From an optimization exercise on the open Yosys and OpenROAD flow, aimed at a short achievable clock period and few clock cycles; shortcuts taken in it are not production practice. RTL that was checked went through simulation tests only; none was proved equivalent to the original. Function not checked in runs 1, 2 and 4: the RTL went through the layout flow alone. No activity file was given, so power comes from the tool's default toggle rates.

[flow/design.v]
module s3lcd_compositor (
    input  wire        clk,
    input  wire        rst,
    input  wire        cmd_valid,
    output reg         cmd_ready,
    input  wire [7:0]  cmd_op,
    input  wire [31:0] cmd_x,
    input  wire [31:0] cmd_y,
    input  wire [31:0] cmd_w,
    input  wire [31:0] cmd_h,
    input  wire [15:0] cmd_color,
    input  wire [7:0]  cmd_alpha,
    input  wire [1:0]  cmd_wrap,       
    input  wire [31:0] cmd_src,        
    output reg         src_en,
    output reg  [31:0] src_addr,
    input  wire [15:0] src_data,
    output reg         rd_en,
    output reg  [11:0] rd_addr,
    input  wire [15:0] rd_data,
    output reg         wr_en,
    output reg  [11:0] wr_addr,
    output reg  [15:0] wr_data,
    output reg  [1:0]  rotation
);
    localparam [7:0] OP_SET_ROTATION = 8'h01;
    localparam [7:0] OP_CLEAR        = 8'h02;
    localparam [7:0] OP_SET_PIXEL    = 8'h10;
    localparam [7:0] OP_HLINE        = 8'h11;
    localparam [7:0] OP_VLINE        = 8'h12;
    localparam [7:0] OP_FILL_RECT    = 8'h13;
    localparam [7:0] OP_BLIT         = 8'h20;
    reg [6:0] fb_w, fb_h;
    always @(*) begin
        case (rotation)
            2'd0:    begin fb_w = 7'd64; fb_h = 7'd48; end
            2'd1:    begin fb_w = 7'd48; fb_h = 7'd64; end
            2'd2:    begin fb_w = 7'd40; fb_h = 7'd30; end
            default: begin fb_w = 7'd7;  fb_h = 7'd5;  end
        endcase
    end
    wire [5:0] wm1 = fb_w[5:0] - 6'd1;
    wire [5:0] hm1 = fb_h[5:0] - 6'd1;
    wire [5:0] wm2 = fb_w[5:0] - 6'd2;
    wire [5:0] hm2 = fb_h[5:0] - 6'd2;
    reg st1, st2, stmul;
    reg stn1, stn2, stn3, stn4, stdx, stdy, stdf;
    reg pass2;
    reg g_run;
    reg [31:0] c_x, c_y, c_w, c_h;
    reg [15:0] c_color;
    reg [7:0]  c_alpha;
    reg [31:0] c_src;
    reg d_rot, d_clr, d_draw, d_blit, d_uw, d_uh, d_wrx, d_wry, d_wlh, d_wlv;
    reg a_zero, a_full;
    wire i_clr  = (cmd_op == OP_CLEAR);
    wire i_pix  = (cmd_op == OP_SET_PIXEL);
    wire i_h    = (cmd_op == OP_HLINE);
    wire i_v    = (cmd_op == OP_VLINE);
    wire i_fill = (cmd_op == OP_FILL_RECT);
    wire i_blit = (cmd_op == OP_BLIT);
    wire i_line = i_pix | i_h | i_v;
    wire sm_x = (c_x[31:8] == {24{c_x[8]}});
    wire sm_y = (c_y[31:8] == {24{c_y[8]}});
    wire sm_w = (c_w[31:8] == {24{c_w[8]}});
    wire sm_h = (c_h[31:8] == {24{c_h[8]}});
    wire signed [10:0] xs = {{2{c_x[8]}}, c_x[8:0]};
    wire signed [10:0] ys = {{2{c_y[8]}}, c_y[8:0]};
    wire signed [10:0] ws = {{2{c_w[8]}}, c_w[8:0]};
    wire signed [10:0] hs = {{2{c_h[8]}}, c_h[8:0]};
    wire signed [10:0] nw = {4'd0, fb_w};
    wire signed [10:0] nh = {4'd0, fb_h};
    function [7:0] wrapc;
        input signed [10:0] v;
        input [6:0] n;
        reg signed [10:0] p, m;
        reg ge, fw;
        begin
            p  = v + $signed({4'd0, n});
            m  = v - $signed({4'd0, n});
            ge = (v >= $signed({4'd0, n}));
            fw = (v >= -$signed({4'd0, n})) && (v < $signed({3'd0, n, 1'b0}));
            wrapc = {fw, ge, v[10] ? p[5:0] : (ge ? m[5:0] : v[5:0])};
        end
    endfunction
    wire [7:0] wx0 = wrapc(xs, 7'd64), wx1 = wrapc(xs, 7'd48), wx2 = wrapc(xs, 7'd40), wx3 = wrapc(xs, 7'd7);
    wire [7:0] wy0 = wrapc(ys, 7'd48), wy1 = wrapc(ys, 7'd64), wy2 = wrapc(ys, 7'd30), wy3 = wrapc(ys, 7'd5);
    wire [7:0] wx = (rotation == 2'd0) ? wx0 : (rotation == 2'd1) ? wx1 : (rotation == 2'd2) ? wx2 : wx3;
    wire [7:0] wy = (rotation == 2'd0) ? wy0 : (rotation == 2'd1) ? wy1 : (rotation == 2'd2) ? wy2 : wy3;
    wire [5:0] x_wr = wx[5:0];
    wire       x_ge = wx[6];
    wire       x_fw = wx[7];
    wire [5:0] y_wr = wy[5:0];
    wire       y_ge = wy[6];
    wire       y_fw = wy[7];
    wire signed [10:0] xe = xs + ws - 11'sd1;
    wire signed [10:0] ye = ys + hs - 11'sd1;
    wire [5:0] x_lo = xs[10] ? 6'd0 : xs[5:0];
    wire [5:0] y_lo = ys[10] ? 6'd0 : ys[5:0];
    wire w_le0 = ws[10] | (ws == 11'sd0);
    wire h_le0 = hs[10] | (hs == 11'sd0);
    wire cw_le0 = c_w[31] | (c_w == 32'd0);
    wire ch_le0 = c_h[31] | (c_h == 32'd0);
    wire fast_x = d_wrx ? (sm_x & x_fw) : (sm_x & (sm_w | ~d_uw));
    wire fast_y = d_wry ? (sm_y & y_fw) : (sm_y & (sm_h | ~d_uh));
    wire fast   = d_clr | (fast_x & fast_y);
    reg [5:0]  s_x0, s_y0;
    reg [10:0] s_xe, s_ye;
    reg        s_pe;                  
    reg        s_cnt1, s_needmul;
    reg        m_blit, m_opq, m_fillopq, m_wh, m_wv, m_rect;
    reg [31:0] s_cnt;
    reg [31:0] b_skx, b_stride, b_srcst;
    reg [31:0] b_sky;
    reg [10:0] ta3, ta5, ta6, ta7, ti3, ti5, ti6, ti7;
    wire [31:0] len_x = d_uw ? c_w : 32'd1;
    wire [31:0] len_y = d_uh ? c_h : 32'd1;
    reg  [16:0] n_xlo, n_ylo;
    reg  [17:0] n_xhi, n_yhi;         
    reg  [8:0]  n_clx, n_cly, n_cex, n_cey;
    function [8:0] clamp34;    
        input [33:0] v;
        begin
            if (v[33])             clamp34 = 9'h1ff;
            else if (|v[32:7])     clamp34 = 9'd127;
            else                   clamp34 = {2'b00, v[6:0]};
        end
    endfunction
    wire [8:0] dlx = n_cex - n_clx;
    wire [8:0] dly = n_cey - n_cly;
    reg [31:0] div_mag;
    reg [7:0]  div_rem;
    reg [5:0]  div_cnt;
    reg        div_neg, div_y;
    wire [6:0] div_mod   = div_y ? fb_h : fb_w;
    wire [7:0] div_trial = {div_rem[6:0], div_mag[31]};
    wire [7:0] div_next  = (div_trial >= {1'b0, div_mod}) ? div_trial - {1'b0, div_mod} : div_trial;
    wire [6:0] div_res   = (div_neg && div_rem != 8'd0) ? div_mod - div_rem[6:0] : div_rem[6:0];
    wire [31:0] mag_x = c_x[31] ? (~c_x + 32'd1) : c_x;
    wire [31:0] mag_y = c_y[31] ? (~c_y + 32'd1) : c_y;
    reg [11:0] addr0, addr0w, ymul;
    always @(*) begin
        case (rotation)
            2'd0: begin
                addr0  = {s_y0, s_x0};
                addr0w = {s_y0 + 6'd1, s_x0};
                ymul   = {s_y0, 6'd0};
            end
            2'd1: begin
                addr0  = {1'b0, s_y0, 5'd0} + {2'b0, s_y0, 4'd0} + {6'd0, s_x0};
                addr0w = {1'b0, s_y0, 5'd0} + {2'b0, s_y0, 4'd0} + {6'd0, s_x0} + 12'd48;
                ymul   = {1'b0, s_y0, 5'd0} + {2'b0, s_y0, 4'd0};
            end
            2'd2: begin
                addr0  = {1'b0, s_y0, 5'd0} + {3'b0, s_y0, 3'd0} + {6'd0, s_x0};
                addr0w = {1'b0, s_y0, 5'd0} + {3'b0, s_y0, 3'd0} + {6'd0, s_x0} + 12'd40;
                ymul   = {1'b0, s_y0, 5'd0} + {3'b0, s_y0, 3'd0};
            end
            default: begin
                addr0  = {3'b0, s_y0, 3'd0} - {6'd0, s_y0} + {6'd0, s_x0};
                addr0w = {3'b0, s_y0, 3'd0} - {6'd0, s_y0} + {6'd0, s_x0} + 12'd7;
                ymul   = {3'b0, s_y0, 3'd0} - {6'd0, s_y0};
            end
        endcase
    end
    function xbig;
        input [10:0] e;
        input [1:0]  r;
        input        isy;
        begin
            case ({isy, r})
                3'b000: xbig = ~e[10] & (e[9:0] >= 10'd63);
                3'b001: xbig = ~e[10] & (e[9:0] >= 10'd47);
                3'b010: xbig = ~e[10] & (e[9:0] >= 10'd39);
                3'b011: xbig = ~e[10] & (e[9:0] >= 10'd6);
                3'b100: xbig = ~e[10] & (e[9:0] >= 10'd47);
                3'b101: xbig = ~e[10] & (e[9:0] >= 10'd63);
                3'b110: xbig = ~e[10] & (e[9:0] >= 10'd29);
                default: xbig = ~e[10] & (e[9:0] >= 10'd4);
            endcase
        end
    endfunction
    wire x_big = xbig(s_xe, rotation, 1'b0);
    wire y_big = xbig(s_ye, rotation, 1'b1);
    wire [5:0] xe6m1 = s_xe[5:0] - 6'd1;
    wire [5:0] ye6m1 = s_ye[5:0] - 6'd1;
    wire [5:0] xl_m1 = x_big ? wm2 : xe6m1;
    wire [5:0] yl_m1 = y_big ? hm2 : ye6m1;
    wire x0_wm1 = (s_x0 == wm1);
    wire y0_hm1 = (s_y0 == hm1);
    wire x_one = x_big ? x0_wm1 : (s_x0 == s_xe[5:0]);    
    wire y_one = y_big ? y0_hm1 : (s_y0 == s_ye[5:0]);    
    wire s_empty = s_pe | s_xe[10] | s_ye[10];
    wire i_atb  = m_wv ? y0_hm1 : m_wh ? x0_wm1 : x_one;
    wire i_last = m_rect ? (x_one & y_one) : s_cnt1;
    wire [31:0] sptr0 = c_src + {b_skx[30:0], 1'b0};
    reg [5:0]  g_pos, g_posreset, g_poslim_m1, g_row, g_yl_m1;
    reg        g_single, g_atb, g_rowlast, g_cnt1, g_last;
    reg [11:0] g_rownext, g_rowstep, g_step;
    reg [31:0] g_cnt;
    reg [31:0] srow2;
    reg [31:0] mul_q, mul_m;
    wire        bnd       = g_atb;
    wire [11:0] step_addr = rd_addr + g_step;
    wire [5:0]  r_pos     = bnd ? g_posreset : g_pos + 6'd1;
    wire        r_atb     = bnd ? g_single : (g_pos == g_poslim_m1);
    wire        r_rowlast = bnd ? (g_row == g_yl_m1) : g_rowlast;
    wire        r_cnt1    = (g_cnt == 32'd2);
    wire        r_last    = m_rect ? (r_atb & r_rowlast) : r_cnt1;
    wire [11:0] r_addr    = bnd ? g_rownext : step_addr;
    wire [31:0] r_sptr    = bnd ? srow2 : src_addr + 32'd2;
    wire        mul_done  = (mul_q[31:1] == 31'd0);
    wire [31:0] mul_sum   = src_addr + mul_m;
    reg  [11:0] n_addr;
    reg         n_run, n_last;
    always @(*) begin
        n_addr = rd_addr;
        n_run  = 1'b0;
        n_last = g_last;
        if (st2) begin
            n_addr = addr0;
            n_run  = ~s_empty & ~s_needmul;
            n_last = i_last;
        end else if (stmul) begin
            n_run  = mul_done;
        end else if (g_run) begin
            n_addr = r_addr;
            n_run  = ~g_last;
            n_last = r_last;
        end
    end
    reg        p1_v, p2_v, p3_v;
    reg [11:0] p1_a, p2_a, p3_a;
    reg        p1_l, p2_l, p3_l;
    reg [15:0] rdq, fq, f2;
    reg [13:0] pf_r, pb_r, pf_b, pb_b;
    reg [14:0] pf_g, pb_g;
    reg        wr_last;
    function [10:0] tsel;      
        input [2:0]  k;
        input [7:0]  a;
        input [10:0] t3, t5, t6, t7;
        begin
            case (k)
                3'd0: tsel = 11'd0;
                3'd1: tsel = {3'd0, a};
                3'd2: tsel = {2'd0, a, 1'b0};
                3'd3: tsel = t3;
                3'd4: tsel = {1'd0, a, 2'b0};
                3'd5: tsel = t5;
                3'd6: tsel = t6;
                default: tsel = t7;
            endcase
        end
    endfunction
    wire [7:0] inv_a = ~c_alpha;
    wire [10:0] fa_r_hi = tsel({1'b0, fq[15:14]}, c_alpha, ta3, ta5, ta6, ta7);
    wire [10:0] fa_r_lo = tsel(fq[13:11], c_alpha, ta3, ta5, ta6, ta7);
    wire [10:0] fa_g_hi = tsel(fq[10:8],  c_alpha, ta3, ta5, ta6, ta7);
    wire [10:0] fa_g_lo = tsel(fq[7:5],   c_alpha, ta3, ta5, ta6, ta7);
    wire [10:0] fa_b_hi = tsel({1'b0, fq[4:3]}, c_alpha, ta3, ta5, ta6, ta7);
    wire [10:0] fa_b_lo = tsel(fq[2:0],   c_alpha, ta3, ta5, ta6, ta7);
    wire [10:0] ba_r_hi = tsel({1'b0, rdq[15:14]}, inv_a, ti3, ti5, ti6, ti7);
    wire [10:0] ba_r_lo = tsel(rdq[13:11], inv_a, ti3, ti5, ti6, ti7);
    wire [10:0] ba_g_hi = tsel(rdq[10:8],  inv_a, ti3, ti5, ti6, ti7);
    wire [10:0] ba_g_lo = tsel(rdq[7:5],   inv_a, ti3, ti5, ti6, ti7);
    wire [10:0] ba_b_hi = tsel({1'b0, rdq[4:3]}, inv_a, ti3, ti5, ti6, ti7);
    wire [10:0] ba_b_lo = tsel(rdq[2:0],   inv_a, ti3, ti5, ti6, ti7);
    wire [14:0] sum_r = pf_r + pb_r;
    wire [15:0] sum_g = pf_g + pb_g;
    wire [14:0] sum_b = pf_b + pb_b;
    wire [15:0] blended = {sum_r[12:8], sum_g[13:8], sum_b[12:8]};
    wire accept = cmd_ready & cmd_valid;
    always @(posedge clk) begin
        if (cmd_ready) begin
            c_x     <= cmd_x;
            c_y     <= cmd_y;
            c_w     <= cmd_w;
            c_h     <= cmd_h;
            c_color <= cmd_color;
            c_alpha <= cmd_alpha;
            c_src   <= cmd_src;
            d_rot   <= (cmd_op == OP_SET_ROTATION);
            d_clr   <= i_clr;
            d_draw  <= i_clr | i_line | i_fill | i_blit;
            d_blit  <= i_blit;
            d_uw    <= i_h | i_fill | i_blit;
            d_uh    <= i_v | i_fill | i_blit;
            d_wrx   <= i_line & cmd_wrap[0];
            d_wry   <= i_line & cmd_wrap[1];
            d_wlh   <= i_h & cmd_wrap[0];
            d_wlv   <= i_v & cmd_wrap[1];
            a_zero  <= (cmd_alpha == 8'd0);
            a_full  <= (cmd_alpha == 8'd255);
        end else if (stn4) begin
            if (!d_wrx) begin
                c_x <= {{23{n_clx[8]}}, n_clx};
                c_w <= {{23{dlx[8]}}, dlx};
            end
            if (!d_wry) begin
                c_y <= {{23{n_cly[8]}}, n_cly};
                c_h <= {{23{dly[8]}}, dly};
            end
        end else if (stdf) begin
            if (div_y) c_y <= {25'd0, div_res};
            else       c_x <= {25'd0, div_res};
        end
        if (st1) begin
            s_x0 <= d_clr ? 6'd0 : d_wrx ? x_wr : x_lo;
            s_y0 <= d_clr ? 6'd0 : d_wry ? y_wr : y_lo;
            s_xe <= d_clr ? {5'd0, wm1} : d_wrx ? {5'd0, x_wr} : d_uw ? xe : xs;
            s_ye <= d_clr ? {5'd0, hm1} : d_wry ? {5'd0, y_wr} : d_uh ? ye : ys;
            s_pe <= ~d_clr & ((d_wlh ? cw_le0 : d_wrx ? 1'b0 : ((d_uw & w_le0) | x_ge)) |
                              (d_wlv ? ch_le0 : d_wry ? 1'b0 : ((d_uh & h_le0) | y_ge)));
            s_cnt     <= d_wlh ? c_w : c_h;
            s_cnt1    <= d_wlh ? (c_w == 32'd1) : (c_h == 32'd1);
            s_needmul <= d_blit & c_y[31];
            m_blit    <= d_blit;
            m_opq     <= d_clr | a_full;
            m_fillopq <= (d_clr | a_full) & ~d_blit;
            m_wh      <= d_wlh;
            m_wv      <= d_wlv;
            m_rect    <= ~d_wlh & ~d_wlv;
            ta3 <= {3'd0, c_alpha} + {2'd0, c_alpha, 1'b0};
            ta5 <= {3'd0, c_alpha} + {1'd0, c_alpha, 2'b0};
            ta6 <= {2'd0, c_alpha, 1'b0} + {1'd0, c_alpha, 2'b0};
            ta7 <= {c_alpha, 3'b0} - {3'd0, c_alpha};
            ti3 <= {3'd0, inv_a} + {2'd0, inv_a, 1'b0};
            ti5 <= {3'd0, inv_a} + {1'd0, inv_a, 2'b0};
            ti6 <= {2'd0, inv_a, 1'b0} + {1'd0, inv_a, 2'b0};
            ti7 <= {inv_a, 3'b0} - {3'd0, inv_a};
            if (!pass2) begin
                b_skx    <= c_x[31] ? (~c_x + 32'd1) : 32'd0;
                b_sky    <= c_y[31] ? (~c_y + 32'd1) : 32'd0;
                b_stride <= {c_w[30:0], 1'b0};
                b_srcst  <= c_src + {c_w[30:0], 1'b0};
            end
        end
        if (stn1) begin
            n_xlo <= {1'b0, c_x[15:0]} + {1'b0, len_x[15:0]};
            n_ylo <= {1'b0, c_y[15:0]} + {1'b0, len_y[15:0]};
        end
        if (stn2) begin
            n_xhi <= {{2{c_x[31]}}, c_x[31:16]} + {{2{len_x[31]}}, len_x[31:16]} + {17'd0, n_xlo[16]};
            n_yhi <= {{2{c_y[31]}}, c_y[31:16]} + {{2{len_y[31]}}, len_y[31:16]} + {17'd0, n_ylo[16]};
        end
        if (stn3) begin
            n_clx <= clamp34({{2{c_x[31]}}, c_x});
            n_cly <= clamp34({{2{c_y[31]}}, c_y});
            n_cex <= clamp34({n_xhi, n_xlo[15:0]});
            n_cey <= clamp34({n_yhi, n_ylo[15:0]});
        end
        if (stn4) begin
            div_rem <= 8'd0;
            div_cnt <= 6'd0;
            div_y   <= ~d_wrx;
            div_neg <= d_wrx ? c_x[31] : c_y[31];
            div_mag <= d_wrx ? mag_x : mag_y;
        end
        if (stdx || stdy) begin
            div_rem <= div_next;
            div_mag <= {div_mag[30:0], 1'b0};
            div_cnt <= div_cnt + 6'd1;
        end
        if (stdf) begin
            div_rem <= 8'd0;
            div_cnt <= 6'd0;
            div_y   <= 1'b1;
            div_neg <= c_y[31];
            div_mag <= mag_y;
        end
        rd_addr <= n_addr;
        g_last  <= n_last;
        if (st2) begin
            g_pos       <= m_wv ? s_y0 : s_x0;
            g_posreset  <= m_rect ? s_x0 : 6'd0;
            g_poslim_m1 <= m_wv ? hm2 : m_wh ? wm2 : xl_m1;
            g_single    <= m_rect & x_one;
            g_atb       <= i_atb;
            g_row       <= s_y0;
            g_yl_m1     <= yl_m1;
            g_rowlast   <= y_one;
            g_rownext   <= m_wv ? {6'd0, s_x0} : m_wh ? ymul : addr0w;
            g_rowstep   <= m_rect ? {5'd0, fb_w} : 12'd0;
            g_step      <= m_wv ? {5'd0, fb_w} : 12'd1;
            g_cnt       <= s_cnt;
            g_cnt1      <= s_cnt1;
            src_addr    <= sptr0;
            srow2       <= b_srcst + {b_skx[30:0], 1'b0};
            mul_q       <= b_sky;
            mul_m       <= b_stride;
        end else if (stmul) begin
            if (mul_q[0]) begin
                src_addr <= mul_sum;
                srow2    <= srow2 + mul_m;
            end
            mul_q <= mul_q >> 1;
            mul_m <= mul_m << 1;
        end else if (g_run) begin
            g_pos     <= r_pos;
            g_atb     <= r_atb;
            g_rowlast <= r_rowlast;
            g_cnt     <= g_cnt - 32'd1;
            g_cnt1    <= r_cnt1;
            if (bnd) begin
                g_row     <= g_row + 6'd1;
                g_rownext <= g_rownext + g_rowstep;
                srow2     <= srow2 + b_stride;
            end
            src_addr <= r_sptr;
        end
        p1_a <= rd_addr;
        p1_l <= g_last;
        p2_a <= p1_a;
        p2_l <= p1_l;
        p3_a <= p2_a;
        p3_l <= p2_l;
        rdq  <= rd_data;
        fq   <= m_blit ? src_data : c_color;
        f2   <= fq;
        pf_r <= {fa_r_hi, 3'b0} + {3'b0, fa_r_lo};
        pf_g <= {1'b0, fa_g_hi, 3'b0} + {4'b0, fa_g_lo};
        pf_b <= {fa_b_hi, 3'b0} + {3'b0, fa_b_lo};
        pb_r <= {ba_r_hi, 3'b0} + {3'b0, ba_r_lo};
        pb_g <= {1'b0, ba_g_hi, 3'b0} + {4'b0, ba_g_lo};
        pb_b <= {ba_b_hi, 3'b0} + {3'b0, ba_b_lo};
        if (m_fillopq) begin
            wr_addr <= n_addr;
            wr_last <= n_last;
            wr_data <= c_color;
        end else begin
            wr_addr <= p3_a;
            wr_last <= p3_l;
            wr_data <= m_opq ? f2 : blended;
        end
        if (rst) begin
            cmd_ready <= 1'b1;
            rotation  <= 2'd0;
            st1 <= 1'b0; st2 <= 1'b0; stmul <= 1'b0;
            stn1 <= 1'b0; stn2 <= 1'b0; stn3 <= 1'b0; stn4 <= 1'b0;
            stdx <= 1'b0; stdy <= 1'b0; stdf <= 1'b0;
            pass2 <= 1'b0;
            g_run  <= 1'b0;
            rd_en  <= 1'b0;
            src_en <= 1'b0;
            wr_en  <= 1'b0;
            p1_v <= 1'b0; p2_v <= 1'b0; p3_v <= 1'b0;
        end else begin
            st1   <= accept;
            st2   <= 1'b0;
            stn1  <= 1'b0;
            stn2  <= stn1;
            stn3  <= stn2;
            stn4  <= stn3;
            stdf  <= 1'b0;
            stmul <= 1'b0;
            if (accept) pass2 <= 1'b0;
            if (cmd_ready) cmd_ready <= ~cmd_valid;
            else           cmd_ready <= wr_en & wr_last;
            if (st1) begin
                if (d_rot) begin
                    rotation  <= c_x[1:0];
                    cmd_ready <= 1'b1;
                end else if (!d_draw || (a_zero && !d_clr)) begin
                    cmd_ready <= 1'b1;
                end else if (!fast) begin
                    stn1 <= 1'b1;
                end else begin
                    st2 <= 1'b1;
                end
            end
            if (stn4) begin
                pass2 <= 1'b1;
                if (d_wrx)      stdx <= 1'b1;
                else if (d_wry) stdy <= 1'b1;
                else            st1  <= 1'b1;
            end
            if ((stdx || stdy) && div_cnt == 6'd31) begin
                stdx <= 1'b0;
                stdy <= 1'b0;
                stdf <= 1'b1;
            end
            if (stdf) begin
                if (!div_y && d_wry) stdy <= 1'b1;
                else                 st1  <= 1'b1;
            end
            if (st2) begin
                if (s_empty)        cmd_ready <= 1'b1;
                else if (s_needmul) stmul <= 1'b1;
            end
            if (stmul && !mul_done) stmul <= 1'b1;
            g_run  <= n_run;
            rd_en  <= n_run & ~m_fillopq;
            src_en <= n_run & m_blit;
            p1_v   <= g_run & ~m_fillopq;
            p2_v   <= p1_v;
            p3_v   <= p2_v;
            wr_en  <= m_fillopq ? n_run : p3_v;
        end
    end
endmodule
[flow/run.sh]
#!/bin/bash
# synth_recipe.tcl (not shown) runs the flow's synth.tcl, then flattens the netlist and writes it again
# the make line also repeats each setting of config.mk as NAME=value (left out here)
make -C /OpenROAD-flow-scripts/flow DESIGN_CONFIG=/design/flow/config.mk WORK_HOME=/design/flow/orfs CLKGATE_MAP_FILE= SYNTH_SCRIPT=/design/flow/synth_recipe.tcl finish
[flow/config.mk]
export PLATFORM = sky130hd
export DESIGN_NAME = s3lcd_compositor
export DESIGN_NICKNAME = s3lcd_compositor
export VERILOG_FILES = /design/flow/design.v
export SDC_FILE = /design/flow/constraint.sdc
export NUM_CORES = 4
export LEC_CHECK = 0
export ABC_CLOCK_PERIOD_IN_PS = 2500
export CAP_MARGIN = 20
export CORE_MARGIN = 2
export CORE_UTILIZATION = 40
export PLACE_DENSITY = 0.6
export SETUP_SLACK_MARGIN = 5
export SLEW_MARGIN = 20
[flow/constraint.sdc]
create_clock -name core_clock -period 10.0 [get_ports {clk}]
set_input_delay 2.0000 -clock core_clock [delete_from_list [all_inputs] [get_ports {clk}]]
set_output_delay 2.0000 -clock core_clock [all_outputs]
set_load 0.01 [all_outputs]
==> results of run 1 <==
-- kinds of logic after synthesis --
family	Yosys count
AO/OA/AOI/OAI	1852
XOR/XNOR	591
adder cells (fa/ha/maj)	528
buffers and inverters	687
flip-flops	1048
multiplexers	259
AND/OR/NAND/NOR	2119
-- registers in the layout (all words and copies together), names as in the netlist, 31 cells and up --
signal	count
s_cnt	32
mul_m	31
c_w	32
div_mag	32
b_stride	31
src_addr	32
g_cnt	32
srow2	32
c_h	32
c_y	32
b_srcst	32
mul_q	32
b_skx	31
b_sky	32
c_x	32
c_src	32
-- cell type report --
cell class	instances	share of cell area, %
Antenna cell	4	0.0129
Clock buffer	147	4.06
Clock inverter	73	1.12
Inverter	333	1.61
Multi-Input combinational cell	5349	47.5
Sequential cell	1048	37.4
Tap cell	2218	3.57
Timing Repair Buffer	391	4.78
-- critical path, delay by kind of cell, from the launching register on --
kind            cells  cell delay, ns
simple gates        2            0.32
buf+inv             1            0.07
mux                 1            0.31
fa+ha+maj           2            0.56
flops               1            1.00
compound gates      8            2.04
-- metrics by stage --
stage	setup slack (ns)	std cells	hold WS (ns)	cell area (um2)	total power, uW
floorplan	5.39	7084	0.310	68500	8250
detailed placement	5.41	9338	0.312	73700	9550
finish	5.41	9563	0.324	77700	14100
global placement	5.49	9338	0.310	73700	9490
global route	5.08	9562	0.331	77700	14700
CTS	5.38	9558	0.316	77700	14100
-- power by group --
| part | total (uW) | switching, uW | internal, uW |
|---|---|---|---|
| sequential | 5740 | 532 | 5210 |
| combinational | 3820 | 2190 | 1630 |
| clock | 4490 | 1880 | 2610 |
| total | 14100 | 4610 | 9450 |
-- placed cells by master (no fill, tap or decap), drive strengths merged, types with 34 or more instances in the layout --
cell type / netlist / final
a21o: 206 / 206
buf: 59 / 85
edfxtp: 803 / 803
and2: 104 / 104
a211oi: 76 / 76
nor4: 75 / 75
o21ai: 468 / 468
a21oi: 526 / 526
xor2: 205 / 205
nor3: 105 / 105
clkinv: 12 / 61
nand3: 122 / 122
nor2: 539 / 539
ha: 493 / 493
nand2b: 75 / 75
nor2b: 93 / 93
clkdlybuf4s50: 0 / 306
a221oi: 37 / 37
nand2: 736 / 736
nand4: 75 / 75
xnor2: 386 / 386
o211ai: 51 / 51
clkbuf: 295 / 147
inv: 321 / 326
o21a: 63 / 63
fa: 34 / 34
dfxtp: 245 / 245
mux2: 158 / 158
a31oi: 39 / 39
o21bai: 56 / 56
mux2i: 73 / 73
or3: 61 / 61
-- metal layers --
layer / track usage [%] / up-vias / routed length, um
li1: - / 26100 / -
met1: 36.7 / 26900 / 102000
met2: 38.2 / 2491 / 98400
met3: 3.96 / 369 / 19600
met4: 10.0 / 4 / 9000
met5: 0 / - / 24
-- how the worst min path moves through the flow --
stage / depth (start not counted) / slack, ns / end
floorplan: 0 / 0.31 / p2_a[0]
global placement: 0 / 0.31 / p2_a[9]
detailed placement: 0 / 0.31 / p2_a[1]
CTS: 0 / 0.32 / p3_a[5]
global route: 0 / 0.33 / p3_a[8]
finish: 0 / 0.32 / p3_a[9]
==> Implementation_results.wiki, run 1 <==
{| class="wikitable"
! Metric !! Value
|-
| Critical path startpoint || stmul
|-
| Area of combinational cells with multiple inputs || 36900 um2
|-
| Largest cells by area after synthesis || edfxtp_1 (35%), ha_1 (9.0%), dfxtp_1 (7.2%)
|-
| Per-cell via count in the routed design || between 5 and 6
|-
| Total nets after synthesis || between 7000 and 8000
|-
| Simple-gate area share of the yosys netlist || about 15%
|-
| Reg2reg start || stmul
|-
| Final critical delay including setup and external delays || ~4.6 ns
|-
| DP Wirelength || 171000 um
|-
| Post-synth top area cell || edfxtp_1
|-
| Initial core utilization || ~40%
|-
| Result of the run || no timing/DRC/antenna violations
|-
| Top-count cell post-synth || edfxtp_1
|-
| Synth async-reset ratio || 0%
|-
| Unrepaired setup endpoints after global routing || no
|-
| Relative slew slack || a little over a fifth
|-
| Initial DRT Pass Iterations || 6
|-
| CTS max path bufs || 3
|-
| Syn Area/Cell || 9.67 um2
|-
| Final core utilization || between 40% and 50%
|-
| Synthesized netlist cell count || ~7100
|-
| Path class of the lowest-slack min-delay path || flop to flop
|-
| Power density cells || around 180 nW/um2
|-
| Post-CTS sizing || 0
|-
| First-pass GRT wire length || 336000 um
|-
| Worst path max stage delay || 1.00 ns
|-
| Setup crit end kind || flop
|-
| #FFs+latches synth || 1048
|-
| Portion of the post-synthesis area used by sequential elements || a little over two fifths
|-
| Cell at the root of the clock tree || clkbuf_16
|-
| Max Clock Skew || roughly 0.076 ns
|-
| Number of max-slew violations in the final report || 0
|-
| GRT Total Usage || between 20% and 30%
|-
| Largest net degree at the start of global routing || slightly below 90
|-
| CP Cell Sequence || mux2_2 -> ha_1 -> inv_1 -> fa_1 -> nand2b_1 -> a21oi_1 -> o21ai_0 -> a21oi_1 -> nor4_1 -> o31ai_1 -> a21boi_0 -> o21ai_1 -> a211o_1 -> o221ai_1
|-
| Clock-pin transition on the worst setup and hold timing paths || ~0.070 ns
|-
| Congestion Overflow GR || 0
|-
| Maximum fanout along the worst path || 84
|-
| CTS tree || yes
|-
| Count of nets left with antenna violations after detail routing || 0
|-
| Post-synthesis instance area || between 60000 and 70000 um2
|-
| Synth Area in Adders || around 10%
|-
| R2R setup slack || between 5 and 6 ns
|-
| Quantity of hold-fixing buffers added after cts || 0
|-
| Crit path launch type || flop
|-
| Yosys warning total || 1
|-
| Area fraction of the dominant cell type after synthesis || a little over a third
|-
| Area taken by flip-flops and latches || 29000 um2
|-
| Initial antenna violation count || 13
|-
| Placeable core region || roughly 170000 um2
|-
| Period Utilization, post-route || between 40 and 50%
|-
| Port-buffer cells || roughly 310
|-
| Routability congestion estimate || ~0.98
|-
| Xor/xnor share of the synthesized area || 7.56%
|-
| Number of setup violations in the final report || 0
|-
| Total negative slack for setup checks || 0 ns
|-
| Leakage || ~0.03 uW
|-
| Number of hold violations in the final report || 0
|-
| DRC || 0
|-
| Cell Rows || approximately 150
|-
| Complex-gate fraction of the synthesized area || 17.1%
|-
| Worst path most repeated cell || a21oi_1
|-
| Critical R2R Capture || srow2[31]
|-
| Largest family of logic cells by synthesized area || compound AO/OA/AOI/OAI gates
|-
| Full die area || ~170000 um2
|-
| Clock buffer count from CTS || around 120
|-
| CP Data Required Time || 10.50 ns
|-
| Clock sinks || 1048
|-
| Insertion delay of the later-clocked pin in the worst-skew pair || 0.78 ns
|-
| Post-Route WL || about 230000 um
|-
| End point of the critical path || srow2[31]
|-
| Die Wd || 418 um
|-
| Die Ht || between 400 and 500 um
|-
| Achievable frequency || between 200 and 250 MHz
|-
| Area growth, synth to finish || 13.5%
|-
| Fraction of final layout cells with drive strength greater than 1 || around 7%
|-
| Number of nets in the layout || 7996
|-
| CP max stage cell || dfxtp_4
|-
| Data arrival time of the critical path || between 5 and 6 ns
|-
| Peak ir drop on the vdd network || around 0.18 mV
|-
| Number of global-route vias before repair || 53000
|-
| Count of buffers added by post-CTS timing repair for setup || 0
|-
| Critical path class || flop to flop
|-
| Count of flip-flops with a built-in enable after synthesis || around 800
|-
| Fillers || 16000
|-
| WL per Instance || around 24 um
|-
| Multiplexer share of the synthesized area || under 10%
|-
| Transition time at the pin with the least slew margin || roughly 1.2 ns
|-
| I/O Pins || 307
|-
| Top FF cell, synth || edfxtp_1
|-
| Max_cap viols || 0
|-
| Most frequent cells after synthesis || edfxtp_1 (803), nand2_1 (734), nor2_1 (539)
|-
| Max H-tree Level || 3
|-
| Number of distinct standard cells referenced by the synthesized netlist || 91
|-
| Via count of the routed design || 55900
|-
| Initial detailed-routing violation count || about 6400
|-
| Beginning of the worst hold path || p2_a[9]
|-
| Number of cells traversed by the worst register-to-register path || 14
|}
==> run 2: changes to the inputs <==
==> flow/flow/run.sh (new file) <==
#!/bin/bash
# Standard ORFS layout (the standard.sh, unchanged synthesis), with the
# timing-repair steps asked to reach a larger setup margin at the design's
# own clock period and constraints. Each step's full output is in orfs/logs;
# make's own output is in flow_make.log.
set -euo pipefail
bash standard.sh SETUP_SLACK_MARGIN=7.0 finish > flow_make.log 2>&1
==> flow/standard.sh (new file) <==
#!/bin/bash
# synth_recipe.tcl (not shown) runs the flow's synth.tcl, then flattens the netlist and writes it again
# the make line also repeats each setting of config.mk as NAME=value (left out here)
make -C /OpenROAD-flow-scripts/flow DESIGN_CONFIG=/design/flow/config.mk WORK_HOME=/design/flow/orfs CLKGATE_MAP_FILE= SYNTH_SCRIPT=/design/flow/synth_recipe.tcl "${@:-finish}"
--- a/flow/config.mk
+++ b/flow/config.mk
@@ -7,3 +7,3 @@
 export LEC_CHECK = 0
-export ABC_CLOCK_PERIOD_IN_PS = 2500
+export ABC_CLOCK_PERIOD_IN_PS = 3000
 export CAP_MARGIN = 20
@@ -12,3 +12,2 @@
 export PLACE_DENSITY = 0.6
-export SETUP_SLACK_MARGIN = 5
 export SLEW_MARGIN = 20
removed: flow/run.sh
==> run 2 against run 1 <==
Effect of this change: first-iteration DRC count grew 15%; highest routed layer unchanged; still clean on timing, DRC and antenna; non-clock buffer count grew 623; final cell count grew 6.7%.
==> Implementation_results.wiki, run 2 <==
{| class="wikitable"
! Metric !! Value
|-
| Count of flip-flops with a built-in enable after synthesis || 803
|-
| Area growth, synth to finish || 29.1%
|-
| Worst Hold Path Cells || 0
|-
| Post-synthesis instance area || 68500 um2
|-
| Via count of the routed design || 60000
|-
| Total negative slack for setup checks || 0 ns
|-
| Most frequent cells after synthesis || edfxtp_1 (803), nand2_1 (734), nor2_1 (539)
|-
| Clock buffer count from CTS || between 100 and 150
|-
| Unrepaired setup endpoints after global routing || yes
|-
| Synthesized netlist cell count || 7084
|-
| Number of hold violations in the final report || 0
|-
| Leakage || 0.0348 uW
|-
| Syn Area/Cell || 9.67 um2
|-
| Insertion delay of the later-clocked pin in the worst-skew pair || between 0.7 and 0.8 ns
|-
| First-pass GRT wire length || approximately 360000 um
|-
| Total nets after synthesis || between 7000 and 8000
|-
| Number of cells traversed by the worst register-to-register path || 16
|-
| Pre-CTS setup slack || between 5 and 6 ns
|-
| Port-buffer cells || between 300 and 400
|-
| Power density cells || 173 nW/um2
|-
| Critical path class || flop to flop
|-
| Placeable core region || roughly 170000 um2
|-
| Most common cell after layout, fill and taps aside || edfxtp_1
|-
| CTS tree || yes
|-
| Quantity of hold-fixing buffers added after cts || 0
|-
| Crit path launch type || flop
|-
| Per-cell via count in the routed design || slightly below 6
|-
| DRC || 0
|-
| #FFs+latches synth || roughly 1000
|-
| Peak ir drop on the vdd network || between 0.15 and 0.2 mV
|-
| Cell Rows || about 150
|-
| Congestion Overflow GR || 0
|-
| Largest net degree at the start of global routing || between 150 and 200
|-
| Synth Area in Adders || approximately a tenth
|-
| Number of global-route vias before repair || approximately 56000
|-
| Top FF cell, synth || edfxtp_1
|-
| Synth async-reset ratio || 0%
|-
| CTS max path bufs || 3
|-
| Number of distinct standard cells referenced by the synthesized netlist || 91
|-
| Clock sinks || between 1000 and 1500
|-
| Routability congestion estimate || between 0.9 and 1
|-
| Initial core utilization || around 40%
|-
| Critical R2R Capture || g_rownext[6]
|-
| Simple-gate area share of the yosys netlist || between 10 and 15%
|-
| Achievable frequency || between 200 and 300 MHz
|-
| Largest family of logic cells by synthesized area || compound AO/OA/AOI/OAI gates
|-
| Yosys warning total || 1
|-
| DP Wirelength || around 170000 um
|-
| Setup crit end kind || flop
|-
| Cell count after placement || between 9000 and 10000
|-
| Xor/xnor share of the synthesized area || under 10%
|-
| Max_cap viols || 0
|-
| Complex-gate fraction of the synthesized area || between 10% and 20%
|-
| Reg2reg start || s_y0[3]
|-
| Largest cells by area after synthesis || edfxtp_1 (35%), ha_1 (9.0%), dfxtp_1 (7.2%)
|-
| GRT Total Usage || 27.7%
|-
| Number of setup violations in the final report || 0
|-
| Post-route non-filler standard cell count || between 10000 and 15000
|-
| Beginning of the worst hold path || p1_a[8]
|-
| Post-Route WL || around 260000 um
|-
| Max Clock Skew || 0.0527 ns
|-
| Setup slack of the critical path after layout || around 6.5 ns
|-
| I/O Pins || just over 300
|-
| Multiplexer share of the synthesized area || 4.59%
|-
| WL per Instance || 25.0 um
|-
| Count of nets left with antenna violations after detail routing || 0
|-
| Initial antenna violation count || 23
|-
| Top-count cell post-synth || edfxtp_1
|-
| Die Ht || ~420 um
|-
| Initial detailed-routing violation count || 7374
|-
| End point of the worst hold path || p2_a[8]
|-
| Max H-tree Level || 3
|-
| Result of the run || no timing/DRC/antenna violations
|-
| Maximum fanout along the worst path || 18
|-
| Period Utilization, post-route || 34.8%
|-
| Final critical delay including setup and external delays || 3.48 ns
|-
| CP Data Required Time || ~10 ns
|-
| Die Wd || 418 um
|-
| Cell at the root of the clock tree || clkbuf_16
|-
| Path class of the lowest-slack min-delay path || flop to flop
|-
| Transition time at the pin with the least slew margin || 1.07 ns
|-
| Full die area || 175000 um2
|-
| Initial DRT Pass Iterations || 7
|-
| Post-synth top area cell || edfxtp_1
|-
| Most used cells in the layout excluding fill and tap cells || edfxtp_1 (803), nand2_1 (708), buf_4 (536), nor2_1 (495), a21oi_1 (391)
|-
| R2R setup slack || ~6.5 ns
|-
| Clock-pin transition on the worst setup and hold timing paths || approximately 0.070 ns
|-
| Number of nets in the layout || roughly 8600
|-
| Data arrival time of the critical path || 3.93 ns
|-
| Area fraction of the dominant cell type after synthesis || a little over a third
|-
| Fraction of final layout cells with drive strength greater than 1 || roughly a quarter
|-
| Number of max-slew violations in the final report || 0
|-
| Portion of the post-synthesis area used by sequential elements || 42.4%
|-
| Relative slew slack || around 29%
|}
-- run 2: area by class of cell --
cell class                      instances  area [um2]
Clock buffer                          154        3260
Sequential cell                      1048       29100
Timing Repair inverter                  1        11.3
Clock inverter                         72         709
Timing Repair Buffer                 1014        9630
Fill cell                           14900       81300
Inverter                              333        1430
Multi-Input combinational cell       5350       41400
Tap cell                             2218        2780
Antenna cell                            9        22.5
-- run 2: cells by family after synthesis --
kind of cell	Yosys count
flops	1048
buf+inv	687
simple gates	2119
fa+ha+maj	528
mux	259
xor+xnor	591
compound gates	1852
-- run 2: what timing repair did --
item / CTS / global route
gates resized for setup: 988 / 486
gates cloned: 15 / 5
buffers inserted: 396 / 209
setup endpoints to repair: 591 / 410
pin swaps: 318 / 411
-- run 2: per-layer routing --
metal  part of all wire, %  routed length (um)  vias to the layer above  global-route usage, %
met3                   9.2               23400                      557                   3.98
met1                    43              110000                    29100                   40.2
met4                   4.5               11600                       20                   11.0
met5                 0.048                 123                        -                      0
met2                    43              110000                     2976                   41.6
li1                      -                   -                    27400                      -
-- run 2: report_power, final --
part,internal (uW),total [uW],switching [uW]
sequential,5210,5660,444
clock,2520,4470,1950
combinational,2350,5130,2780
-- run 2: worst max-delay path by stage --
stage | slack, ns | from | end
2_1_floorplan | 6.40 | st1 | b_skx[0]
3_3_place_gp | 5.69 | stmul | srow2[1]
3_5_place_dp | 5.58 | stmul | srow2[2]
4_1_cts | 6.51 | src_addr[10] | src_addr[10]
5_1_grt | 6.41 | s_y0[0] | g_rownext[6]
6_report | 6.52 | s_y0[3] | g_rownext[6]
-- run 2: critical path, stage by stage, from the launching register on --
cell,delay (ns)
edfxtp_1,0.39
buf_12,0.21
inv_4,0.07
ha_4,0.28
nand3b_1,0.10
nand2b_1,0.12
a21oi_2,0.08
xnor2_2,0.25
ha_4,0.26
or3_1,0.35
o211ai_1,0.20
nor3_2,0.14
xnor2_1,0.19
nor2_1,0.07
xnor2_1,0.17
a21oi_1,0.14
o22ai_1,0.10
-- run 2: metrics by stage --
step | utilization (%) | power (uW) | hold WS, ns | cell area [um2]
2_1_floorplan | - | 8320 | 0.310 | 69400
3_3_place_gp | 43.8 | 9570 | 0.310 | 74300
3_5_place_dp | 43.8 | 9630 | 0.312 | 74300
4_1_cts | 49.7 | 14700 | 0.324 | 84300
5_1_grt | 52.1 | 15900 | 0.330 | 88400
6_report | 52.1 | 15300 | 0.326 | 88400
==> run 3: changes to the inputs <==
--- a/flow/design.v
+++ b/flow/design.v
@@ -75,9 +75,12 @@
         input [6:0] n;
-        reg signed [10:0] p, m;
+        reg signed [10:0] p, m, nn, n2, nneg;
         reg ge, fw;
         begin
-            p  = v + $signed({4'd0, n});
-            m  = v - $signed({4'd0, n});
-            ge = (v >= $signed({4'd0, n}));
-            fw = (v >= -$signed({4'd0, n})) && (v < $signed({3'd0, n, 1'b0}));
+            nn   = {4'd0, n};
+            n2   = {3'd0, n, 1'b0};
+            nneg = -nn;
+            p  = v + nn;
+            m  = v - nn;
+            ge = (v >= nn);
+            fw = (v >= nneg) && (v < n2);
             wrapc = {fw, ge, v[10] ? p[5:0] : (ge ? m[5:0] : v[5:0])};
==> run 3 against run 2 <==
Effect of this change: largest cell class unchanged; first-iteration DRC count down 20%; synthesized area hardly changed; non-clock buffer count is 27 lower; largest power group unchanged; count of clock-buffer cells in the layout fell by 15; critical path type unchanged; register-to-register slack worse by 0.07 ns; die area hardly changed; cell area fell by 0.51%.
==> Implementation_results.wiki, run 3 <==
{| class="wikitable"
! Metric !! Value
|-
| Final critical delay including setup and external delays || about 3.5 ns
|-
| Most used cells in the layout excluding fill and tap cells || edfxtp_1 (803), nand2_1 (657), buf_4 (525), nor2_1 (424), o21ai_0 (412)
|-
| Syn Area/Cell || a little under 10 um2
|-
| Leakage || 0.0345 uW
|-
| Initial detailed-routing violation count || between 5000 and 6000
|-
| Power density cells || around 180 nW/um2
|-
| Worst Hold Path Cells || 0
|-
| Number of max-slew violations in the final report || 0
|-
| GRT Total Usage || about a quarter
|-
| Fillers || about 15000
|-
| Area growth, synth to finish || 28.5%
|-
| Critical path class || flop to flop
|-
| Reg2reg start || s_y0[1]
|-
| Cell Rows || between 150 and 200
|-
| DP Wirelength || about 160000 um
|-
| Port-buffer cells || around 310
|-
| Path class of the lowest-slack min-delay path || flop to flop
|-
| Congestion Overflow GR || 0
|-
| Full die area || roughly 170000 um2
|-
| CTS max path bufs || 3
|-
| Data arrival time of the critical path || between 4 and 5 ns
|-
| I/O Pins || about 300
|-
| Total nets after synthesis || between 7000 and 8000
|-
| Max H-tree Level || 3
|-
| Max_cap viols || 0
|-
| Total negative slack for setup checks || 0 ns
|-
| Die Wd || 418 um
|-
| Relative slew slack || ~28%
|-
| Max Clock Skew || 0.0719 ns
|-
| Count of flip-flops with a built-in enable after synthesis || 803
|-
| Critical path startpoint || s_y0[1]
|-
| Number of cells traversed by the worst register-to-register path || 18
|-
| Beginning of the worst hold path || p1_l
|-
| Area taken by flip-flops and latches || ~29000 um2
|-
| Setup crit end kind || flop
|-
| Peak ir drop on the vdd network || approximately 0.16 mV
|-
| Number of nets in the layout || about 8500
|-
| Per-cell via count in the routed design || between 5 and 6
|-
| Quantity of hold-fixing buffers added after cts || 0
|-
| Largest net degree at the start of global routing || between 70 and 80
|-
| Number of global-route vias before repair || roughly 56000
|-
| Synthesized netlist cell count || roughly 7000
|-
| Initial core utilization || approximately two fifths
|-
| First-pass GRT wire length || around 350000 um
|-
| Post-Route WL || 240000 um
|-
| Routability congestion estimate || approximately 0.92
|-
| Unrepaired setup endpoints after global routing || yes
|-
| Largest cells by area after synthesis || edfxtp_1 (35%), ha_1 (9.0%), dfxtp_1 (7.2%)
|-
| WL per Instance || around 24 um
|-
| Number of setup violations in the final report || 0
|-
| #FFs+latches synth || between 1000 and 1500
|-
| Initial antenna violation count || 18
|-
| Number of hold violations in the final report || 0
|-
| Post-route non-filler standard cell count || between 10000 and 15000
|-
| Yosys warning total || 1
|-
| Insertion delay of the later-clocked pin in the worst-skew pair || ~0.79 ns
|-
| End point of the worst hold path || p2_l
|-
| Top-count cell post-synth || edfxtp_1
|-
| Placeable core region || about 170000 um2
|-
| Via count of the routed design || roughly 58000
|-
| Clock sinks || 1048
|-
| Top FF cell, synth || edfxtp_1
|-
| Clock-pin transition on the worst setup and hold timing paths || 0.06 ns
|-
| R2R setup slack || between 6 and 7 ns
|-
| Portion of the post-synthesis area used by sequential elements || a little over two fifths
|-
| Result of the run || no timing/DRC/antenna violations
|-
| DRC || 0
|-
| Most common cell after layout, fill and taps aside || edfxtp_1
|-
| Post-synthesis instance area || roughly 70000 um2
|-
| Period Utilization, post-route || a little over a third
|-
| Initial DRT Pass Iterations || 6
|-
| CP Data Required Time || between 10 and 15 ns
|-
| Crit path launch type || flop
|-
| Area of combinational cells with multiple inputs || about 41000 um2
|-
| Synth async-reset ratio || 0%
|-
| Area fraction of the dominant cell type after synthesis || between 30% and 40%
|-
| Transition time at the pin with the least slew margin || 1.08 ns
|-
| Clock buffer count from CTS || roughly 120
|-
| Die Ht || about 420 um
|-
| Cell count after placement || 9250
|-
| Cell at the root of the clock tree || clkbuf_16
|-
| Fraction of final layout cells with drive strength greater than 1 || roughly 25%
|-
| Most frequent cells after synthesis || edfxtp_1 (803), nand2_1 (690), o21ai_0 (522)
|-
| Post-synth top area cell || edfxtp_1
|-
| CTS tree || yes
|-
| Count of nets left with antenna violations after detail routing || 0
|-
| Critical R2R Capture || g_rownext[11]
|-
| Achievable frequency || 282 MHz
|-
| Maximum fanout along the worst path || 4
|-
| Number of distinct standard cells referenced by the synthesized netlist || 94
|}
[run 3: cell types whose count changed after synthesis, moves of 18 or more]
cell,before,now
a22oi_1,25,58
o22ai_1,33,71
o21ai_1,21,3
o21ai_0,447,522
o211ai_1,51,33
nor2_1,539,458
nand2_1,734,690
a21oi_1,526,449
clkbuf_1,295,317
[run 3: worst max-delay path: stages, from the launching register on]
cell	delay (ns)
edfxtp_1	0.51
buf_12	0.19
inv_8	0.06
ha_4	0.11
nor2b_4	0.15
a21o_1	0.17
a21oi_2	0.08
xnor2_2	0.31
ha_4	0.27
o21a_1	0.14
buf_6	0.13
a21oi_4	0.22
or3_4	0.21
nand2_4	0.07
nor4_4	0.31
buf_4	0.17
o21ai_2	0.04
nand3_1	0.09
o22ai_1	0.07
[run 3: power by group]
group / switching, uW / internal, uW
registers: 453 / 5210
clock network: 1930 / 2720
logic: 2760 / 2390
total: 5140 / 10300
[run 3: area by class of cell]
class | instances | area share [%]
Multi-Input combinational cell | 5278 | 47.2
Timing Repair Buffer | 987 | 10.3
Timing Repair inverter | 2 | 0.0156
Antenna cell | 9 | 0.0256
Inverter | 322 | 1.52
Clock inverter | 81 | 1.08
Sequential cell | 1048 | 33.1
Clock buffer | 139 | 3.62
Tap cell | 2218 | 3.16
[run 3: worst max path at each step]
stage / endpoint / depth (start not counted)
after floorplan: b_skx[0] / 1
after global placement: srow2[30] / 13
after detailed placement: srow2[30] / 13
after CTS: g_rownext[9] / 16
after global routing: g_rownext[11] / 18
final: g_rownext[11] / 18
[run 3: logic make-up after synthesis]
| group | after synthesis | synth area share [%] |
|---|---|---|
| DFF | 1048 | 42.4 |
| AOI/OAI and AO/OA | 1861 | 17.2 |
| muxes | 277 | 4.80 |
| buffers and inverters | 692 | 3.81 |
| adders and majority gates | 528 | 10.0 |
| and+or+nand+nor | 2023 | 14.2 |
| xor gates and xnor gates | 587 | 7.52 |
[run 3: metal layers]
metal / up-vias / global-route usage, % / routed length, um
li1: 27100 / - / -
met4: 6 / 11.3 / 11000
met2: 2404 / 40.8 / 107000
met5: - / 0 / 64
met3: 470 / 3.83 / 19200
met1: 28300 / 36.5 / 103000
[run 3: timing repair]
action                     CTS  global route
setup endpoints to repair  558           444
cloned                      15             3
buffers inserted           380           207
pin swaps                  241           376
gates resized for setup    929           509
[run 3: stage by stage]
stage,total power (uW),util [%],hold WS [ns],setup slack (ns),instance area (um2)
2_1_floorplan,8310,-,0.310,6.28,69500
3_3_place_gp,9560,43.8,0.310,5.73,74300
3_5_place_dp,9620,43.8,0.312,5.76,74300
4_1_cts,14900,49.5,0.314,6.51,84000
5_1_grt,16100,51.8,0.319,6.36,87900
6_report,15500,51.8,0.316,6.45,88000
Testbench counts of run 3, summed over its fixed seeds: cycles 237,835.
==> run 4: changes to the inputs <==
--- a/flow/design.v
+++ b/flow/design.v
@@ -32,5 +32,7 @@
     localparam [7:0] OP_BLIT         = 8'h20;
+    reg  [3:0] rot_i;
+    wire [1:0] rsel = {rot_i[3] | rot_i[2], rot_i[3] | rot_i[1]};
     reg [6:0] fb_w, fb_h;
     always @(*) begin
-        case (rotation)
+        case (rsel)
             2'd0:    begin fb_w = 7'd64; fb_h = 7'd48; end
@@ -75,12 +77,9 @@
         input [6:0] n;
-        reg signed [10:0] p, m, nn, n2, nneg;
+        reg signed [10:0] p, m;
         reg ge, fw;
         begin
-            nn   = {4'd0, n};
-            n2   = {3'd0, n, 1'b0};
-            nneg = -nn;
-            p  = v + nn;
-            m  = v - nn;
-            ge = (v >= nn);
-            fw = (v >= nneg) && (v < n2);
+            p  = v + $signed({4'd0, n});
+            m  = v - $signed({4'd0, n});
+            ge = (v >= $signed({4'd0, n}));
+            fw = (v >= -$signed({4'd0, n})) && (v < $signed({3'd0, n, 1'b0}));
             wrapc = {fw, ge, v[10] ? p[5:0] : (ge ? m[5:0] : v[5:0])};
@@ -90,4 +89,4 @@
     wire [7:0] wy0 = wrapc(ys, 7'd48), wy1 = wrapc(ys, 7'd64), wy2 = wrapc(ys, 7'd30), wy3 = wrapc(ys, 7'd5);
-    wire [7:0] wx = (rotation == 2'd0) ? wx0 : (rotation == 2'd1) ? wx1 : (rotation == 2'd2) ? wx2 : wx3;
-    wire [7:0] wy = (rotation == 2'd0) ? wy0 : (rotation == 2'd1) ? wy1 : (rotation == 2'd2) ? wy2 : wy3;
+    wire [7:0] wx = rot_i[0] ? wx0 : rot_i[1] ? wx1 : rot_i[2] ? wx2 : wx3;
+    wire [7:0] wy = rot_i[0] ? wy0 : rot_i[1] ? wy1 : rot_i[2] ? wy2 : wy3;
     wire [5:0] x_wr = wx[5:0];
@@ -145,3 +144,3 @@
     always @(*) begin
-        case (rotation)
+        case (rsel)
             2'd0: begin
@@ -185,4 +184,4 @@
     endfunction
-    wire x_big = xbig(s_xe, rotation, 1'b0);
-    wire y_big = xbig(s_ye, rotation, 1'b1);
+    wire x_big = xbig(s_xe, rsel, 1'b0);
+    wire y_big = xbig(s_ye, rsel, 1'b1);
     wire [5:0] xe6m1 = s_xe[5:0] - 6'd1;
@@ -201,3 +200,4 @@
     reg        g_single, g_atb, g_rowlast, g_cnt1, g_last;
-    reg [11:0] g_rownext, g_rowstep, g_step;
+    reg [11:0] g_addr, g_rownext, g_rowstep, g_step;
+    reg [31:0] g_sptr;
     reg [31:0] g_cnt;
@@ -206,3 +206,3 @@
     wire        bnd       = g_atb;
-    wire [11:0] step_addr = rd_addr + g_step;
+    wire [11:0] step_addr = g_addr + g_step;
     wire [5:0]  r_pos     = bnd ? g_posreset : g_pos + 6'd1;
@@ -213,5 +213,6 @@
     wire [11:0] r_addr    = bnd ? g_rownext : step_addr;
-    wire [31:0] r_sptr    = bnd ? srow2 : src_addr + 32'd2;
+    wire [31:0] r_sptr    = bnd ? srow2 : g_sptr + 32'd2;
     wire        mul_done  = (mul_q[31:1] == 31'd0);
-    wire [31:0] mul_sum   = src_addr + mul_m;
+    wire [31:0] mul_sum   = g_sptr + mul_m;
+    wire [31:0] mul_ptr   = mul_q[0] ? mul_sum : g_sptr;
     reg  [11:0] n_addr;
@@ -219,3 +220,3 @@
     always @(*) begin
-        n_addr = rd_addr;
+        n_addr = g_addr;
         n_run  = 1'b0;
@@ -234,9 +235,9 @@
     end
-    reg        p1_v, p2_v, p3_v;
-    reg [11:0] p1_a, p2_a, p3_a;
-    reg        p1_l, p2_l, p3_l;
-    reg [15:0] rdq, fq, f2;
-    reg [13:0] pf_r, pb_r, pf_b, pb_b;
-    reg [14:0] pf_g, pb_g;
-    reg        wr_last;
+    reg        p1_v, p2_v;
+    reg [11:0] p1_a, p2_a;
+    reg        p1_l, p2_l;
+    reg [15:0] f1;
+    reg [10:0] qf_rh, qf_rl, qf_gh, qf_gl, qf_bh, qf_bl;    
+    reg [10:0] qb_rh, qb_rl, qb_gh, qb_gl, qb_bh, qb_bl;
+    reg        wdone;                 
     function [10:0] tsel;      
@@ -258,18 +259,7 @@
     endfunction
-    wire [7:0] inv_a = ~c_alpha;
-    wire [10:0] fa_r_hi = tsel({1'b0, fq[15:14]}, c_alpha, ta3, ta5, ta6, ta7);
-    wire [10:0] fa_r_lo = tsel(fq[13:11], c_alpha, ta3, ta5, ta6, ta7);
-    wire [10:0] fa_g_hi = tsel(fq[10:8],  c_alpha, ta3, ta5, ta6, ta7);
-    wire [10:0] fa_g_lo = tsel(fq[7:5],   c_alpha, ta3, ta5, ta6, ta7);
-    wire [10:0] fa_b_hi = tsel({1'b0, fq[4:3]}, c_alpha, ta3, ta5, ta6, ta7);
-    wire [10:0] fa_b_lo = tsel(fq[2:0],   c_alpha, ta3, ta5, ta6, ta7);
-    wire [10:0] ba_r_hi = tsel({1'b0, rdq[15:14]}, inv_a, ti3, ti5, ti6, ti7);
-    wire [10:0] ba_r_lo = tsel(rdq[13:11], inv_a, ti3, ti5, ti6, ti7);
-    wire [10:0] ba_g_hi = tsel(rdq[10:8],  inv_a, ti3, ti5, ti6, ti7);
-    wire [10:0] ba_g_lo = tsel(rdq[7:5],   inv_a, ti3, ti5, ti6, ti7);
-    wire [10:0] ba_b_hi = tsel({1'b0, rdq[4:3]}, inv_a, ti3, ti5, ti6, ti7);
-    wire [10:0] ba_b_lo = tsel(rdq[2:0],   inv_a, ti3, ti5, ti6, ti7);
-    wire [14:0] sum_r = pf_r + pb_r;
-    wire [15:0] sum_g = pf_g + pb_g;
-    wire [14:0] sum_b = pf_b + pb_b;
+    wire [7:0]  inv_a = ~c_alpha;
+    wire [15:0] fin   = m_blit ? src_data : c_color;
+    wire [14:0] sum_r = {qf_rh, 3'b0} + {3'b0, qf_rl} + {qb_rh, 3'b0} + {3'b0, qb_rl};
+    wire [14:0] sum_g = {qf_gh, 3'b0} + {3'b0, qf_gl} + {qb_gh, 3'b0} + {3'b0, qb_gl};
+    wire [14:0] sum_b = {qf_bh, 3'b0} + {3'b0, qf_bl} + {qb_bh, 3'b0} + {3'b0, qb_bl};
     wire [15:0] blended = {sum_r[12:8], sum_g[13:8], sum_b[12:8]};
@@ -374,4 +364,6 @@
         end
-        rd_addr <= n_addr;
+        g_addr  <= n_addr;
         g_last  <= n_last;
+        rd_addr  <= st2 ? addr0 : stmul ? g_addr : r_addr;
+        src_addr <= st2 ? sptr0 : stmul ? mul_ptr : r_sptr;
         if (st2) begin
@@ -390,3 +382,3 @@
             g_cnt1      <= s_cnt1;
-            src_addr    <= sptr0;
+            g_sptr      <= sptr0;
             srow2       <= b_srcst + {b_skx[30:0], 1'b0};
@@ -395,6 +387,4 @@
         end else if (stmul) begin
-            if (mul_q[0]) begin
-                src_addr <= mul_sum;
-                srow2    <= srow2 + mul_m;
-            end
+            g_sptr <= mul_ptr;
+            if (mul_q[0]) srow2 <= srow2 + mul_m;
             mul_q <= mul_q >> 1;
@@ -412,5 +402,5 @@
             end
-            src_addr <= r_sptr;
+            g_sptr <= r_sptr;
         end
-        p1_a <= rd_addr;
+        p1_a <= g_addr;
         p1_l <= g_last;
@@ -418,21 +408,21 @@
         p2_l <= p1_l;
-        p3_a <= p2_a;
-        p3_l <= p2_l;
-        rdq  <= rd_data;
-        fq   <= m_blit ? src_data : c_color;
-        f2   <= fq;
-        pf_r <= {fa_r_hi, 3'b0} + {3'b0, fa_r_lo};
-        pf_g <= {1'b0, fa_g_hi, 3'b0} + {4'b0, fa_g_lo};
-        pf_b <= {fa_b_hi, 3'b0} + {3'b0, fa_b_lo};
-        pb_r <= {ba_r_hi, 3'b0} + {3'b0, ba_r_lo};
-        pb_g <= {1'b0, ba_g_hi, 3'b0} + {4'b0, ba_g_lo};
-        pb_b <= {ba_b_hi, 3'b0} + {3'b0, ba_b_lo};
+        f1    <= fin;
+        qf_rh <= tsel({1'b0, fin[15:14]}, c_alpha, ta3, ta5, ta6, ta7);
+        qf_rl <= tsel(fin[13:11],         c_alpha, ta3, ta5, ta6, ta7);
+        qf_gh <= tsel(fin[10:8],          c_alpha, ta3, ta5, ta6, ta7);
+        qf_gl <= tsel(fin[7:5],           c_alpha, ta3, ta5, ta6, ta7);
+        qf_bh <= tsel({1'b0, fin[4:3]},   c_alpha, ta3, ta5, ta6, ta7);
+        qf_bl <= tsel(fin[2:0],           c_alpha, ta3, ta5, ta6, ta7);
+        qb_rh <= tsel({1'b0, rd_data[15:14]}, inv_a, ti3, ti5, ti6, ti7);
+        qb_rl <= tsel(rd_data[13:11],         inv_a, ti3, ti5, ti6, ti7);
+        qb_gh <= tsel(rd_data[10:8],          inv_a, ti3, ti5, ti6, ti7);
+        qb_gl <= tsel(rd_data[7:5],           inv_a, ti3, ti5, ti6, ti7);
+        qb_bh <= tsel({1'b0, rd_data[4:3]},   inv_a, ti3, ti5, ti6, ti7);
+        qb_bl <= tsel(rd_data[2:0],           inv_a, ti3, ti5, ti6, ti7);
         if (m_fillopq) begin
-            wr_addr <= n_addr;
-            wr_last <= n_last;
+            wr_addr <= st2 ? addr0 : r_addr;
             wr_data <= c_color;
         end else begin
-            wr_addr <= p3_a;
-            wr_last <= p3_l;
-            wr_data <= m_opq ? f2 : blended;
+            wr_addr <= p2_a;
+            wr_data <= m_opq ? f1 : blended;
         end
@@ -441,2 +431,4 @@
             rotation  <= 2'd0;
+            rot_i     <= 4'b0001;
+            wdone     <= 1'b0;
             st1 <= 1'b0; st2 <= 1'b0; stmul <= 1'b0;
@@ -449,3 +441,3 @@
             wr_en  <= 1'b0;
-            p1_v <= 1'b0; p2_v <= 1'b0; p3_v <= 1'b0;
+            p1_v <= 1'b0; p2_v <= 1'b0;
         end else begin
@@ -461,3 +453,3 @@
             if (cmd_ready) cmd_ready <= ~cmd_valid;
-            else           cmd_ready <= wr_en & wr_last;
+            else           cmd_ready <= wdone;
             if (st1) begin
@@ -465,2 +457,3 @@
                     rotation  <= c_x[1:0];
+                    rot_i     <= 4'b0001 << c_x[1:0];
                     cmd_ready <= 1'b1;
@@ -499,4 +492,4 @@
             p2_v   <= p1_v;
-            p3_v   <= p2_v;
-            wr_en  <= m_fillopq ? n_run : p3_v;
+            wr_en  <= m_fillopq ? n_run : p2_v;
+            wdone  <= m_fillopq ? (n_run & n_last) : (p2_v & p2_l);
         end
--- a/flow/config.mk
+++ b/flow/config.mk
@@ -10,4 +10,4 @@
 export CORE_MARGIN = 2
-export CORE_UTILIZATION = 40
-export PLACE_DENSITY = 0.6
+export CORE_UTILIZATION = 55
+export PLACE_DENSITY = 0.7
 export SLEW_MARGIN = 20
==> run 4 against run 3 <==
Effect of this change: still clean on timing, DRC and antenna; hold slack better by 0.011 ns; sequential share of layout area rose by 1.3 points; power down 0.84%; worst setup slack better by 0.022 ns; critical path depth down 2; clock skew decreased by 0.041 ns; flip-flop and latch count up 50; clock power shrank 4%; synthesized cell count grew 2.4%; largest cell class unchanged; largest power group unchanged; highest routed layer unchanged.
==> Implementation_results.wiki, run 4 <==
{| class="wikitable"
! Metric !! Value
|-
| Post-synthesis instance area || roughly 70000 um2
|-
| Via count of the routed design || between 60000 and 70000
|-
| Result of the run || no timing/DRC/antenna violations
|-
| Setup crit end kind || flop
|-
| Initial core utilization || 55.5%
|-
| GRT Total Usage || a little over a third
|-
| Switching power share of the total || roughly 34%
|-
| Complex-gate fraction of the synthesized area || 17.1%
|-
| Congestion Overflow GR || 0
|-
| Number of hold violations in the final report || 0
|-
| Worst Hold Path Cells || 0
|-
| CTS max path bufs || 3
|-
| Most common cell after layout, fill and taps aside || edfxtp_1
|-
| Full die area || roughly 130000 um2
|-
| Proportion of power drawn by flip-flops and latches || a little under two fifths
|-
| Most frequent cells after synthesis || edfxtp_1 (815), nand2_1 (761), nor2_1 (524)
|-
| Total nets after synthesis || between 7000 and 8000
|-
| Synth async-reset ratio || 0%
|-
| Quantity of hold-fixing buffers added after cts || 0
|-
| Final critical delay including setup and external delays || approximately 3.5 ns
|-
| Number of global-route vias before repair || ~57000
|-
| Most used cells in the layout excluding fill and tap cells || edfxtp_1 (815), nand2_1 (739), buf_4 (497), nor2_1 (479), a21oi_1 (407)
|-
| Initial antenna violation count || 22
|-
| Per-cell via count in the routed design || around 6.4
|-
| Internal Power || approximately 10000 uW
|-
| Period Utilization, post-route || a little over a third
|-
| Portion of the post-synthesis area used by sequential elements || a little over two fifths
|-
| Beginning of the worst hold path || p1_a[5]
|-
| Synthesized netlist cell count || around 7200
|-
| First-pass GRT wire length || around 360000 um
|-
| Post-synth top area cell || edfxtp_1
|-
| Yosys warning total || 1
|-
| Die Wd || 360 um
|-
| Area of combinational cells with multiple inputs || 41500 um2
|-
| Count of flip-flops with a built-in enable after synthesis || a little over 800
|-
| Achievable frequency || around 280 MHz
|-
| Simple-gate area share of the yosys netlist || between 10% and 20%
|-
| Max_cap viols || 0
|-
| Number of max-slew violations in the final report || 0
|-
| Initial detailed-routing violation count || between 8000 and 9000
|-
| Transition time at the pin with the least slew margin || approximately 1.1 ns
|-
| Insertion delay of the later-clocked pin in the worst-skew pair || 0.76 ns
|-
| End point of the worst hold path || p2_a[5]
|-
| Path class of the lowest-slack min-delay path || flop to flop
|-
| Power share of the clock group || between 20 and 30%
|-
| Die Ht || around 360 um
|-
| CP Cell Sequence || buf_6 -> ha_4 -> and3b_2 -> nor2_4 -> xnor2_2 -> ha_4 -> o21a_1 -> o31a_1 -> o21ai_2 -> a21oi_2 -> mux2_4 -> a21o_1 -> and2_4 -> a31o_1 -> a221o_1 -> o221ai_1
|-
| Count of nets left with antenna violations after detail routing || 0
|-
| Peak ir drop on the vdd network || 0.147 mV
|}
run 4: worst max-delay path, delay by kind of cell, from the launching register on:
family                   cells  cell delay (ns)
AO/OA/AOI/OAI                8             1.33
XOR/XNOR                     1             0.15
adder cells (fa/ha/maj)      2             0.55
buffers and inverters        1             0.17
flip-flops                   1             0.41
multiplexers                 1             0.32
AND/OR/NAND/NOR              3             0.42
run 4: cells by family after synthesis:
| family | Yosys count |
|---|---|
| muxes | 266 |
| and+or+nand+nor | 2174 |
| AOI/OAI and AO/OA | 1873 |
| xor gates and xnor gates | 535 |
| DFF | 1098 |
| buffers and inverters | 707 |
| adders and majority gates | 533 |
run 4: power by group through the flow:
| stage | registers, uW | clock network [uW] | logic, uW |
|---|---|---|---|
| after floorplan | 5640 | 0 | 2780 |
| after global placement | 5890 | 0 | 3700 |
| after detailed placement | 5890 | 0 | 3780 |
| after CTS | 5740 | 4500 | 4460 |
| after global routing | 5790 | 4670 | 5440 |
| final | 5790 | 4470 | 5080 |
run 4: worst max-delay path by stage:
stage | endpoint | slack (ns) | cells past startpoint
floorplan | b_skx[0] | 6.12 | 2
global placement | qb_bl[5] | 5.75 | 7
detailed placement | qb_bl[5] | 5.74 | 7
CTS | cmd_ready | 6.47 | 1
global route | wr_data[3] | 6.35 | 15
finish | g_rownext[10] | 6.48 | 16
run 4: routing by layer:
layer,track usage [%],vias to the layer above
met5,0,-
met4,13.0,12
met3,8.13,682
met2,52.5,3925
met1,53.5,29500
li1,-,27500
run 4: timing repair:
| item | 4_1_cts | 5_1_grt |
|---|---|---|
| setup endpoints to repair | 799 | 437 |
| buffers inserted | 329 | 210 |
| pin swaps | 240 | 330 |
| gates cloned | 13 | 3 |
| hold endpoints to repair | 0 | 0 |
| gates resized for setup | 865 | 508 |
run 4: stage by stage:
step	power [uW]	std cells	area (um2)	utilization, %	setup slack, ns
after global placement	9590	8855	75100	59.6	5.75
after global routing	15900	9637	87800	69.8	6.35
final	15300	9640	87800	69.8	6.48
after CTS	14700	9419	83800	66.6	6.47
after detailed placement	9670	8855	75100	59.6	5.74
after floorplan	8420	7186	71000	-	6.12
run 4: final cells by class:
cell class | count | share of cell area [%]
multi-input combinational | 5383 | 47.3
sequential | 1098 | 34.4
timing repair buffer | 934 | 9.84
clock buffer | 149 | 3.71
tap | 1650 | 2.35
inverter | 341 | 1.63
clock inverter | 73 | 0.722
timing repair inverter | 4 | 0.0328
antenna | 8 | 0.0228

Re-timed with assumed drivers on the ports (clkbuf_16 on the clock, buf_2 on other inputs), run 4 has 6.476 ns of setup slack against 6.476 ns with ideal ports, and 6.216 ns once port delays also move by the mid clock arrival of 0.830 ns.
